This is an optimization exercise on Yosys and OpenROAD, whose aim is small area, a short achievable clock period and few clock cycles, not a production implementation. In this exercise RTL edits were held to simulation tests only and were not proved equivalent to the original. Power figures rest on the tool's default switching activity, not on a simulated workload.

==> design/flow/design.v <==
module ea_divider (
    input  wire        clk,
    input  wire        rst,
    input  wire        start,
    input  wire [47:0] dividend,
    input  wire [31:0] divisor,
    output reg  [47:0] quotient,
    output reg  [31:0] remainder,
    output reg         done
);
    reg        running;
    reg [5:0]  count;
    reg [31:0] divisor_q;
    wire [32:0] shifted = {remainder, quotient[47]};
    wire        fits    = shifted >= {1'b0, divisor_q};
    wire [32:0] reduced = shifted - {1'b0, divisor_q};
    always @(posedge clk) begin
        if (rst) begin
            running   <= 1'b0;
            count     <= 6'd0;
            done      <= 1'b0;
            quotient  <= 48'd0;
            remainder <= 32'd0;
            divisor_q <= 32'd0;
        end else begin
            done <= 1'b0;
            if (start) begin
                running   <= 1'b1;
                count     <= 6'd0;
                quotient  <= dividend;
                remainder <= 32'd0;
                divisor_q <= divisor;
            end else if (running) begin
                remainder <= fits ? reduced[31:0] : shifted[31:0];
                quotient  <= {quotient[46:0], fits};
                count     <= count + 6'd1;
                if (count == 6'd47) begin
                    running <= 1'b0;
                    done    <= 1'b1;
                end
            end
        end
    end
endmodule
module ea_engine (
    input  wire        clk,
    input  wire        rst,
    input  wire        req,
    input  wire        we,
    input  wire [1:0]  space,
    input  wire [7:0]  addr,
    input  wire [31:0] wdata,
    output reg  [31:0] rdata,
    output wire        busy
);
    localparam RX_CAP = 21;
    localparam SP_REG = 2'd0;
    localparam SP_PAY = 2'd1;
    localparam SP_TX  = 2'd2;
    localparam SP_RX  = 2'd3;
    localparam R_CMD       = 8'h00;
    localparam R_STATUS    = 8'h01;
    localparam R_FAULT     = 8'h02;
    localparam R_CSACC     = 8'h03;
    localparam R_CS_IN     = 8'h04;
    localparam R_TX_NODE   = 8'h05;
    localparam R_TX_OBJ    = 8'h06;
    localparam R_PAY_LEN   = 8'h07;
    localparam R_TX_LEN    = 8'h08;
    localparam R_TX_CS     = 8'h09;
    localparam R_RX_LEN    = 8'h0A;
    localparam R_RX_PLEN   = 8'h0B;
    localparam R_RX_CSCALC = 8'h0C;
    localparam R_RX_CSRECV = 8'h0D;
    localparam R_FLD_OFF   = 8'h0E;
    localparam R_RAW16     = 8'h0F;
    localparam R_FLD_W32   = 8'h10;
    localparam R_PHYS      = 8'h11;
    localparam R_CAL_V     = 8'h12;
    localparam R_CAL_I     = 8'h13;
    localparam C_NOP     = 8'h00;
    localparam C_CLRERR  = 8'h01;
    localparam C_CSCLR   = 8'h10;
    localparam C_CSADD   = 8'h11;
    localparam C_ENC_Q   = 8'h20;
    localparam C_ENC_S   = 8'h21;
    localparam C_DEC     = 8'h30;
    localparam C_UNPK16  = 8'h40;
    localparam C_PK16    = 8'h41;
    localparam C_F32BITS = 8'h42;
    localparam C_SCUP_V  = 8'h50;
    localparam C_SCUP_I  = 8'h51;
    localparam C_SCDN_V  = 8'h52;
    localparam C_SCDN_I  = 8'h53;
    localparam C_CALLOCK = 8'h60;
    localparam E_OK          = 4'd0;
    localparam E_ILLEGAL_CMD = 4'd1;
    localparam E_ENC_LENGTH  = 4'd2;
    localparam E_OVERRUN     = 4'd3;
    localparam E_TRUNCATED   = 4'd4;
    localparam E_CHECKSUM    = 4'd5;
    localparam E_DEV_FAULT   = 4'd6;
    localparam E_FIELD_RANGE = 4'd7;
    localparam E_NOT_CAL     = 4'd8;
    localparam E_CAL_INVALID = 4'd9;
    localparam E_RANGE       = 4'd10;
    localparam S_IDLE = 2'd0;
    localparam S_ENC  = 2'd1;
    localparam S_DEC  = 2'd2;
    localparam S_DIV  = 2'd3;
    reg [7:0]  cmd;
    reg [3:0]  err;
    reg        sticky;
    reg        rx_valid;
    reg        rx_ack;
    reg        cal_lock;
    reg [3:0]  fault_kind;
    reg [7:0]  fault_code;
    reg [15:0] csacc;
    reg [7:0]  cs_in;
    reg [7:0]  tx_node;
    reg [7:0]  tx_obj;
    reg [4:0]  pay_len;
    reg [4:0]  tx_len;
    reg [15:0] tx_cs;
    reg [7:0]  rx_len;
    reg [7:0]  rx_plen;
    reg [15:0] rx_cscalc;
    reg [15:0] rx_csrecv;
    reg [7:0]  fld_off;
    reg [15:0] raw16;
    reg [31:0] fld_w32;
    reg [31:0] phys;
    reg [31:0] cal_v;
    reg [31:0] cal_i;
    reg [7:0]  pay [0:15];
    reg [7:0]  tx  [0:20];
    reg [7:0]  rx  [0:RX_CAP-1];
    reg [1:0]  state;
    reg [4:0]  idx;         
    reg [4:0]  enc_n;       
    reg        enc_send;    
    reg [15:0] sum;         
    reg        scl_down;    
    reg        scl_ch;      
    reg        scl_neg;     
    assign busy = (state != S_IDLE);
    wire acc      = req && !busy;
    wire hw       = acc && we;
    wire hw_reg   = hw && (space == SP_REG);
    wire hw_pay   = hw && (space == SP_PAY) && (addr < 8'd16);
    wire hw_rx    = hw && (space == SP_RX) && (addr < RX_CAP);
    wire cmd_go   = hw_reg && (addr == R_CMD);
    wire [7:0] c  = wdata[7:0];
    wire        c_is_scale = (c[7:2] == 6'b010100);     
    wire        c_down     = c[1];
    wire [31:0] c_nominal  = c[0] ? cal_i : cal_v;
    wire        phys_neg   = phys[31];
    wire [31:0] phys_mag   = phys_neg ? (~phys + 32'd1) : phys;
    wire [31:0] mul_a      = c_down ? c_nominal : phys_mag;
    wire [15:0] mul_b      = c_down ? raw16 : 16'd25600;
    wire [47:0] product    = mul_a * mul_b;
    wire [31:0] c_divisor  = c_down ? 32'd25600 : c_nominal;
    wire        div_start  = cmd_go && c_is_scale && cal_lock;
    wire [47:0] quotient;
    wire [31:0] remainder;
    wire        div_done;
    ea_divider u_div (
        .clk       (clk),
        .rst       (rst),
        .start     (div_start),
        .dividend  (product),
        .divisor   (c_divisor),
        .quotient  (quotient),
        .remainder (remainder),
        .done      (div_done)
    );
    wire [31:0] scl_divisor = scl_down ? 32'd25600 : (scl_ch ? cal_i : cal_v);
    wire [32:0] rem_x2      = {remainder, 1'b0};
    wire        round_up    = (rem_x2 > {1'b0, scl_divisor}) ||
                              ((rem_x2 == {1'b0, scl_divisor}) && quotient[0]);
    wire [47:0] q_round     = quotient + {47'd0, round_up};
    wire        up_fits     = scl_neg ? (q_round <= 48'd32768) : (q_round <= 48'd32767);
    wire [15:0] up_raw      = scl_neg ? (~q_round[15:0] + 16'd1) : q_round[15:0];
    wire        down_fits   = (q_round <= 48'h0000_7FFF_FFFF);
    wire [8:0]  fld_end    = {1'b0, fld_off} + 9'd1;
    wire        fld_oob    = fld_end >= {1'b0, rx_len};
    wire [4:0]  fld_i      = fld_off[4:0];
    wire [4:0]  fld_i1     = fld_off[4:0] + 5'd1;
    wire [7:0] enc_sd   = {enc_send, 3'b111, (enc_n == 5'd0) ? 4'd0 : enc_n[3:0] - 4'd1};
    wire [4:0] enc_pi   = idx - 5'd3;
    reg  [7:0] enc_byte;
    always @(*) begin
        if (idx == 5'd0)
            enc_byte = enc_sd;
        else if (idx == 5'd1)
            enc_byte = tx_node;
        else if (idx == 5'd2)
            enc_byte = tx_obj;
        else if (idx < enc_n + 5'd3)
            enc_byte = pay[enc_pi[3:0]];
        else if (idx == enc_n + 5'd3)
            enc_byte = sum[15:8];
        else
            enc_byte = sum[7:0];
    end
    wire enc_in_body = (idx < enc_n + 5'd3);
    wire enc_last    = (idx == enc_n + 5'd4);
    wire [4:0]  dec_end  = rx_len[4:0] - 5'd2;           
    wire        dec_sumd = (idx == dec_end);
    wire [15:0] dec_recv = {rx[dec_end], rx[rx_len[4:0] - 5'd1]};
    wire [7:0]  dec_s    = rx[2];
    wire [7:0]  dec_e    = rx[3];
    reg  [3:0]  dec_kind;
    always @(*) begin
        if (dec_s != 8'hFF)
            dec_kind = 4'd0;
        else begin
            case (dec_e)
                8'h00:   dec_kind = 4'd0;
                8'h03:   dec_kind = 4'd1;
                8'h04:   dec_kind = 4'd2;
                8'h05:   dec_kind = 4'd3;
                8'h07:   dec_kind = 4'd4;
                8'h08:   dec_kind = 4'd5;
                8'h09:   dec_kind = 4'd6;
                8'h0F:   dec_kind = 4'd7;
                8'h30:   dec_kind = 4'd8;
                8'h31:   dec_kind = 4'd9;
                default: dec_kind = 4'd10;
            endcase
        end
    end
    wire pk16_go = cmd_go && (c == C_PK16);
    always @(posedge clk) begin
        if (hw_pay)
            pay[addr[3:0]] <= wdata[7:0];
        if (pk16_go) begin
            pay[0] <= raw16[15:8];
            pay[1] <= raw16[7:0];
        end
        if (hw_rx)
            rx[addr[4:0]] <= wdata[7:0];
        if (!rst && state == S_ENC)
            tx[idx] <= enc_byte;
    end
    always @(posedge clk) begin
        if (rst) begin
            cmd        <= 8'h00;
            err        <= E_OK;
            sticky     <= 1'b0;
            rx_valid   <= 1'b0;
            rx_ack     <= 1'b0;
            cal_lock   <= 1'b0;
            fault_kind <= 4'd0;
            fault_code <= 8'h00;
            csacc      <= 16'h0000;
            cs_in      <= 8'h00;
            tx_node    <= 8'h00;
            tx_obj     <= 8'h00;
            pay_len    <= 5'd0;
            tx_len     <= 5'd0;
            tx_cs      <= 16'h0000;
            rx_len     <= 8'h00;
            rx_plen    <= 8'h00;
            rx_cscalc  <= 16'h0000;
            rx_csrecv  <= 16'h0000;
            fld_off    <= 8'h00;
            raw16      <= 16'h0000;
            fld_w32    <= 32'h0;
            phys       <= 32'h0;
            cal_v      <= 32'h0;
            cal_i      <= 32'h0;
            state      <= S_IDLE;
            idx        <= 5'd0;
            enc_n      <= 5'd0;
            enc_send   <= 1'b0;
            sum        <= 16'h0000;
            scl_down   <= 1'b0;
            scl_ch     <= 1'b0;
            scl_neg    <= 1'b0;
        end else begin
            if (hw_rx) begin
                rx_valid <= 1'b0;
                rx_ack   <= 1'b0;
            end
            if (hw_reg) begin
                case (addr)
                    R_CSACC:   csacc   <= wdata[15:0];
                    R_CS_IN:   cs_in   <= wdata[7:0];
                    R_TX_NODE: tx_node <= wdata[7:0];
                    R_TX_OBJ:  tx_obj  <= wdata[7:0];
                    R_PAY_LEN: pay_len <= wdata[4:0];
                    R_RX_LEN: begin
                        rx_len   <= wdata[7:0];
                        rx_valid <= 1'b0;
                        rx_ack   <= 1'b0;
                    end
                    R_FLD_OFF: fld_off <= wdata[7:0];
                    R_RAW16:   raw16   <= wdata[15:0];
                    R_PHYS:    phys    <= wdata;
                    R_CAL_V:   if (!cal_lock) cal_v <= wdata;
                    R_CAL_I:   if (!cal_lock) cal_i <= wdata;
                    default: ;
                endcase
            end
            if (cmd_go) begin
                cmd <= c;
                err <= E_OK;
                case (c)
                    C_NOP: ;
                    C_CLRERR: sticky <= 1'b0;
                    C_CSCLR: csacc <= 16'h0000;
                    C_CSADD: csacc <= csacc + {8'h00, cs_in};
                    C_ENC_Q, C_ENC_S: begin
                        if (pay_len > 5'd16) begin
                            tx_len <= 5'd0;
                            tx_cs  <= 16'h0000;
                            err    <= E_ENC_LENGTH;
                            sticky <= 1'b1;
                        end else begin
                            state    <= S_ENC;
                            idx      <= 5'd0;
                            sum      <= 16'h0000;
                            enc_n    <= pay_len;
                            enc_send <= c[0];
                        end
                    end
                    C_DEC: begin
                        rx_valid   <= 1'b0;
                        rx_ack     <= 1'b0;
                        fault_kind <= 4'd0;
                        fault_code <= 8'h00;
                        rx_plen    <= 8'h00;
                        if (rx_len > RX_CAP) begin
                            rx_cscalc <= 16'h0000;
                            rx_csrecv <= 16'h0000;
                            err       <= E_OVERRUN;
                            sticky    <= 1'b1;
                        end else if (rx_len < 8'd5) begin
                            rx_cscalc <= 16'h0000;
                            rx_csrecv <= 16'h0000;
                            err       <= E_TRUNCATED;
                            sticky    <= 1'b1;
                        end else begin
                            state <= S_DEC;
                            idx   <= 5'd0;
                            sum   <= 16'h0000;
                        end
                    end
                    C_UNPK16: begin
                        if (rx_len > RX_CAP) begin
                            err    <= E_OVERRUN;
                            sticky <= 1'b1;
                        end else if (fld_oob) begin
                            err    <= E_FIELD_RANGE;
                            sticky <= 1'b1;
                        end else
                            raw16 <= {rx[fld_i], rx[fld_i1]};
                    end
                    C_PK16: pay_len <= 5'd2;
                    C_F32BITS: begin
                        if (rx_len > RX_CAP) begin
                            err    <= E_OVERRUN;
                            sticky <= 1'b1;
                        end else if (rx_len != 8'd9) begin
                            err    <= E_FIELD_RANGE;
                            sticky <= 1'b1;
                        end else
                            fld_w32 <= {rx[6], rx[5], rx[4], rx[3]};
                    end
                    C_SCUP_V, C_SCUP_I, C_SCDN_V, C_SCDN_I: begin
                        if (!cal_lock) begin
                            err    <= E_NOT_CAL;
                            sticky <= 1'b1;
                        end else begin
                            state    <= S_DIV;
                            scl_down <= c_down;
                            scl_ch   <= c[0];
                            scl_neg  <= !c_down && phys_neg;
                        end
                    end
                    C_CALLOCK: begin
                        if (!cal_lock) begin
                            if (cal_v == 32'd0 || cal_i == 32'd0) begin
                                err    <= E_CAL_INVALID;
                                sticky <= 1'b1;
                            end else
                                cal_lock <= 1'b1;
                        end
                    end
                    default: begin
                        err    <= E_ILLEGAL_CMD;
                        sticky <= 1'b1;
                    end
                endcase
            end
            case (state)
                S_ENC: begin
                    if (enc_in_body)
                        sum <= sum + {8'h00, enc_byte};
                    idx <= idx + 5'd1;
                    if (enc_last) begin
                        tx_len <= enc_n + 5'd5;
                        tx_cs  <= sum;
                        state  <= S_IDLE;
                    end
                end
                S_DEC: begin
                    if (!dec_sumd) begin
                        sum <= sum + {8'h00, rx[idx]};
                        idx <= idx + 5'd1;
                    end else begin
                        rx_cscalc <= sum;
                        rx_csrecv <= dec_recv;
                        state     <= S_IDLE;
                        if (sum != dec_recv) begin
                            err    <= E_CHECKSUM;
                            sticky <= 1'b1;
                        end else begin
                            rx_valid <= 1'b1;
                            rx_plen  <= rx_len - 8'd5;
                            rx_ack   <= (dec_s == 8'hFF) && (dec_e == 8'h00);
                            if (dec_kind != 4'd0) begin
                                fault_kind <= dec_kind;
                                fault_code <= dec_e;
                                err        <= E_DEV_FAULT;
                                sticky     <= 1'b1;
                            end
                        end
                    end
                end
                S_DIV: begin
                    if (div_done) begin
                        state <= S_IDLE;
                        if (scl_down) begin
                            if (down_fits)
                                phys <= q_round[31:0];
                            else begin
                                err    <= E_RANGE;
                                sticky <= 1'b1;
                            end
                        end else begin
                            if (up_fits)
                                raw16 <= up_raw;
                            else begin
                                err    <= E_RANGE;
                                sticky <= 1'b1;
                            end
                        end
                    end
                end
                default: ;
            endcase
        end
    end
    always @(*) begin
        rdata = 32'h0;
        case (space)
            SP_REG: begin
                case (addr)
                    R_CMD:       rdata = {24'h0, cmd};
                    R_STATUS:    rdata = {24'h0, cal_lock, rx_ack, rx_valid, sticky, err};
                    R_FAULT:     rdata = {16'h0, fault_code, 4'h0, fault_kind};
                    R_CSACC:     rdata = {16'h0, csacc};
                    R_CS_IN:     rdata = {24'h0, cs_in};
                    R_TX_NODE:   rdata = {24'h0, tx_node};
                    R_TX_OBJ:    rdata = {24'h0, tx_obj};
                    R_PAY_LEN:   rdata = {27'h0, pay_len};
                    R_TX_LEN:    rdata = {27'h0, tx_len};
                    R_TX_CS:     rdata = {16'h0, tx_cs};
                    R_RX_LEN:    rdata = {24'h0, rx_len};
                    R_RX_PLEN:   rdata = {24'h0, rx_plen};
                    R_RX_CSCALC: rdata = {16'h0, rx_cscalc};
                    R_RX_CSRECV: rdata = {16'h0, rx_csrecv};
                    R_FLD_OFF:   rdata = {24'h0, fld_off};
                    R_RAW16:     rdata = {16'h0, raw16};
                    R_FLD_W32:   rdata = fld_w32;
                    R_PHYS:      rdata = phys;
                    R_CAL_V:     rdata = cal_v;
                    R_CAL_I:     rdata = cal_i;
                    default:     rdata = 32'h0;
                endcase
            end
            SP_PAY: if (addr < 8'd16)  rdata = {24'h0, pay[addr[3:0]]};
            SP_TX:  if (addr < 8'd21)  rdata = {24'h0, tx[addr[4:0]]};
            SP_RX:  if (addr < RX_CAP) rdata = {24'h0, rx[addr[4:0]]};
        endcase
    end
endmodule
==> design/flow/run.sh <==
#!/bin/bash
# synth_recipe.tcl (not shown) runs the flow's synth.tcl, then flattens the netlist and writes it again
# the make line also repeats each setting of config.mk as NAME=value (left out here)
make -C /OpenROAD-flow-scripts/flow DESIGN_CONFIG=/design/flow/config.mk WORK_HOME=/design/flow/orfs CLKGATE_MAP_FILE= SYNTH_SCRIPT=/design/flow/synth_recipe.tcl finish
==> design/flow/config.mk <==
export PLATFORM = sky130hd
export DESIGN_NAME = ea_engine
export DESIGN_NICKNAME = ea_engine
export VERILOG_FILES = /design/flow/design.v
export SDC_FILE = /design/flow/constraint.sdc
export NUM_CORES = 4
export LEC_CHECK = 0
export CAP_MARGIN = 20
export CORE_MARGIN = 2
export CORE_UTILIZATION = 40
export SLEW_MARGIN = 20
==> design/flow/constraint.sdc <==
create_clock -name core_clock -period 12.0 [get_ports {clk}]
set_input_delay 2.4000 -clock core_clock [delete_from_list [all_inputs] [get_ports {clk}]]
set_output_delay 2.4000 -clock core_clock [all_outputs]
set_load 0.01 [all_outputs]
==> summary.md <==
| Metric | Value |
|---|---|
| Outcome | `complete, no violations` |
| Total Wirelength | `278000 µm` |
| Hold endpoint | `fld_w32[4]` |
| DP Wirelength | `204000 µm` |
| RR Startpoint | `phys[3]` |
| CTS sink count | `939` |
| Vias per inst | `6.27` |
| Leakage | `0.0289 µW` |
| IO Port Bufs | `78` |
| Clk pin slew, worst setup/hold paths | `0.06 ns` |
| #FFs+latches synth | `939` |
| TNS Setup | `0 ns` |
| Post-route minimum period | `10.27 ns` |
| CTS resizes | `0` |
| Htree depth | `3` |
| Synthesized area | `72200 µm²` |
| Starting density of the core | `40.4%` |
| Post-CTS Setup Inserts | `0` |
| Hold Path Stages | `2` |
| Worst ir drop on vdd | `0.124 mV` |
| Synth cell types | `91` |
| Hold Path Class | `flop to flop` |
| Post-synth ARST share | `0%` |
| Synthesis warning total | `2` |
| Max-cap violations | `0` |
| Syn Inst Count | `7004` |
| Critical Path Slowest Stage Cell | `nand2_1` |
| WP data arrival | `10.81 ns` |
| Post-synth EDFFs | `488` |
| WP buf/inv | `5` |
| Initial DRC count | `7199` |
| CP max stage delay | `0.87 ns` |
| Register-to-Register Setup Slack | `2.53 ns` |
| First-pass GRT wire length | `405000 µm` |
| Residual DRC | `0` |
| CP Launch Point | `wdata[1]` |
| Clk Latency, worst-skew pair | `0.80 ns` |
| Syn avg cell area | `10.3 µm²` |
| R2R Path End | `u_div.quotient[46]` |
| Vias in the first global route | `57900` |
| Area Growth Syn to Fin | `9.89%` |
| Worst Tran Pin Value | `1.30 ns` |
| CP Class | `input pin to flop` |
| Hold Buf Count CTS | `0` |
| Overflow after GRT | `0` |
| Clock skew | `0.0997 ns` |
| Rel. slew slack | `12.3%` |
| Worst-path maximum fanout | `84` |
| Row count | `155` |
| Via count | `58700` |
| Core ar. | `179000 µm²` |
| Pin count of the biggest net entering global routing | `123` |
| Max frequency | `97.3 MHz` |
| Die W | `429 µm` |
| Worst setup SP type | `input pin` |
| Main synth FF type | `edfxtp_1` |
| Final period util | `85.6%` |
| CP delay by family, top | `adder cells` |
| Post-synthesis sequential area ratio | `32.8%` |
| Final RePlAce weighted congestion | `1.01` |
| DIE HEIGHT | `429 µm` |
| Max-slew violation count | `0` |
| CP required | `12.54 ns` |
| Critical Path Sink Type | `flop` |
| Final Hold Fails | `0` |
| Endpoints failing setup | `0` |
| I/O Pins | `79` |
| Hold path start | `fld_w32[4]` |
| Share of post-route cells with drive strength above 1 | `14.0%` |
| Overall routing resource usage | `29.7%` |
| Clock root buffer | `clkbuf_16` |
| Post-route core utilization | `44.4%` |
| NumNets Final | `7633` |
| PwrDens | `91.5 nW/µm²` |
| RSZ-0062 raised after global routing | `false` |
| Die ar. | `184000 µm²` |
| Clock buffer depth | `3` |
| Avg WL per Cell | `29.7 µm` |
| Number of antenna violations at the first check in global routing | `11` |
| Most Frequent Cell on Critical Path | `fa_1` |
| Router iterations before antenna repair | `6` |
| DRT antenna net count | `0` |
| TritonCTS Buffers | `105` |
| R2R depth | `26` |
| CTS tree | `yes` |
| Crit path cell chain | `buf_6 -> nand2_1 -> nor2_1 -> fa_1 -> inv_1 -> fa_1 -> fa_1 -> inv_1 -> fa_1 -> fa_1 -> inv_1 -> fa_1 -> inv_1 -> ha_1 -> and3_1 -> o2111ai_1 -> o211ai_1 -> a31oi_1 -> o41ai_1 -> a211oi_1 -> o21ai_0 -> nor3_1 -> a2111oi_0` |
==> layout by cell type (no fill, tap or decap), types with 121 or more instances in the layout <==
cell type	netlist	final
edfxtp_1	488	488
nand2_1	879	878
nand3_1	134	133
inv_1	549	549
xnor2_1	122	121
a22oi_1	140	140
mux4_2	450	450
o21ai_0	190	185
buf_4	10	159
dfxtp_1	451	441
a21oi_1	387	385
a211oi_1	136	136
ha_1	248	246
nor2_1	606	588
fa_1	422	422
mux2i_1	232	232
==> routing by layer <==
| layer | vias up | global-route usage [%] | routed length [µm] |
|---|---|---|---|
| li1 | 25100 | - | - |
| met5 | - | 0 | 104 |
| met2 | 3510 | 46.1 | 124000 |
| met3 | 789 | 6.06 | 26900 |
| met1 | 29300 | 38.1 | 106000 |
| met4 | 16 | 18.5 | 20800 |
==> area by class of cell <==
type | count | area, µm²
antenna | 1 | 2.50
clock buffer | 134 | 2960
inverter | 550 | 2060
timing repair buffer | 241 | 2020
clock inverter | 61 | 684
tap | 2355 | 2950
multi-input combinational | 5080 | 44900
sequential | 939 | 23700
fill | 16900 | 99500
==> metrics by stage <==
| stage | cell area (µm²) | total power (µW) | hold WS [ns] | cells | setup WS [ns] |
|---|---|---|---|---|---|
| global placement | 75700 | 3890 | 0.443 | 9164 | 1.26 |
| global route | 79300 | 7430 | 0.481 | 9360 | 1.20 |
| floorplan | 72300 | 3720 | 0.429 | 7027 | 1.85 |
| detailed placement | 75700 | 3900 | 0.447 | 9164 | 1.11 |
| CTS | 79300 | 7290 | 0.454 | 9359 | 1.84 |
| finish | 79300 | 7260 | 0.458 | 9361 | 1.73 |
==> state kept, by name (all words and copies together) (netlist names), 32 cells and up, named ones only <==
register	count
phys	32
u_div.remainder	32
rx	192
u_div.quotient	48
cal_v	32
pay	128
tx	168
u_div.divisor_q	32
fld_w32	32
cal_i	32
==> tightest hold or removal path: stages, from the launching register on <==
cell	delay, ns
dfxtp_1	0.31
nand2_1	0.05
a21oi_1	0.05
==> cells in the mapped netlist (13+ instances only) <==
cell type	number	area share, %
ha_1	248	4.3
fa_1	422	12
nand2b_1	26	0.23
nand4_1	58	0.50
or3_1	20	0.17
inv_1	549	2.9
a21oi_1	387	2.7
o211ai_1	29	0.30
o22ai_1	43	0.37
a31oi_1	52	0.45
and2_1	47	0.41
nor2b_1	61	0.53
dfxtp_1	451	13
xor2_1	81	0.98
nor3_1	79	0.55
o21ai_0	190	1.3
nor2_1	606	3.2
clkbuf_1	363	1.9
a22oi_1	140	1.5
edfxtp_1	488	20
nand3_1	134	0.93
and3_1	49	0.42
mux4_2	450	14
or2_2	35	0.30
a221oi_1	38	0.46
nor4_1	37	0.32
mux2i_1	232	3.2
o21a_1	23	0.24
mux2_2	78	1.2
o21bai_1	20	0.21
xnor2_1	122	1.5
o31ai_1	21	0.22
nand2_1	879	4.6
buf_1	54	0.28
a211oi_1	136	1.4
or4_1	13	0.14
a21o_1	88	0.92
buf_2	21	0.15
a22o_1	35	0.42
==> logic make-up after synthesis <==
| family | Yosys count | synth area share (%) |
|---|---|---|
| adders and majority gates | 670 | 16.0 |
| other | 1 | 0.00520 |
| and+or+nand+nor | 2098 | 12.8 |
| muxes | 760 | 18.5 |
| buffers and inverters | 1008 | 5.41 |
| DFF | 939 | 32.8 |
| AOI/OAI and AO/OA | 1324 | 12.0 |
| xor gates and xnor gates | 204 | 2.49 |
==> report_power, final <==
part,switching (µW),internal [µW]
sequential,9.69,3370
clock,1490,1930
combinational,296,159
==> worst max-delay path by stage <==
stage                                    end  cells after the start
after global placement    u_div.quotient[45]                     24
after floorplan           u_div.quotient[45]                     26
final                     u_div.quotient[37]                     23
after detailed placement  u_div.quotient[45]                     24
after global routing      u_div.quotient[37]                     23
after CTS                 u_div.quotient[45]                     24
Testbench counts, summed over its fixed seeds: cycles 33,631.

-- re-timing with driven ports --
In the flow no input, the clock included, has a driving cell. The finished layout below was timed again as built, in two steps. Step 1: set_driving_cell puts a clkbuf_16 on clk and a buf_2 on each other input, an assumption about the parent block. Step 2 times the ports against the registers' clock, not the clock port: input delays grow and output delays shrink by t, the midpoint of the rising clock arrivals with the driver on. Slacks: ideal / step 1 / step 2; pairs: ideal / step 1.
shift t [ns]: 0.835
setup slack, ns: 1.727 / 1.774 / 0.939
worst hold slack (ns): 0.458 / 0.458 / 0.458
latest minus earliest clock arrival (ns): 0.115 / 0.115
worst slew at a driven data input, ns: 0.11
After both steps setup and hold are still met in this run. The setup slack of this run moves by +0.047 ns with the drivers and by -0.788 ns with both steps.
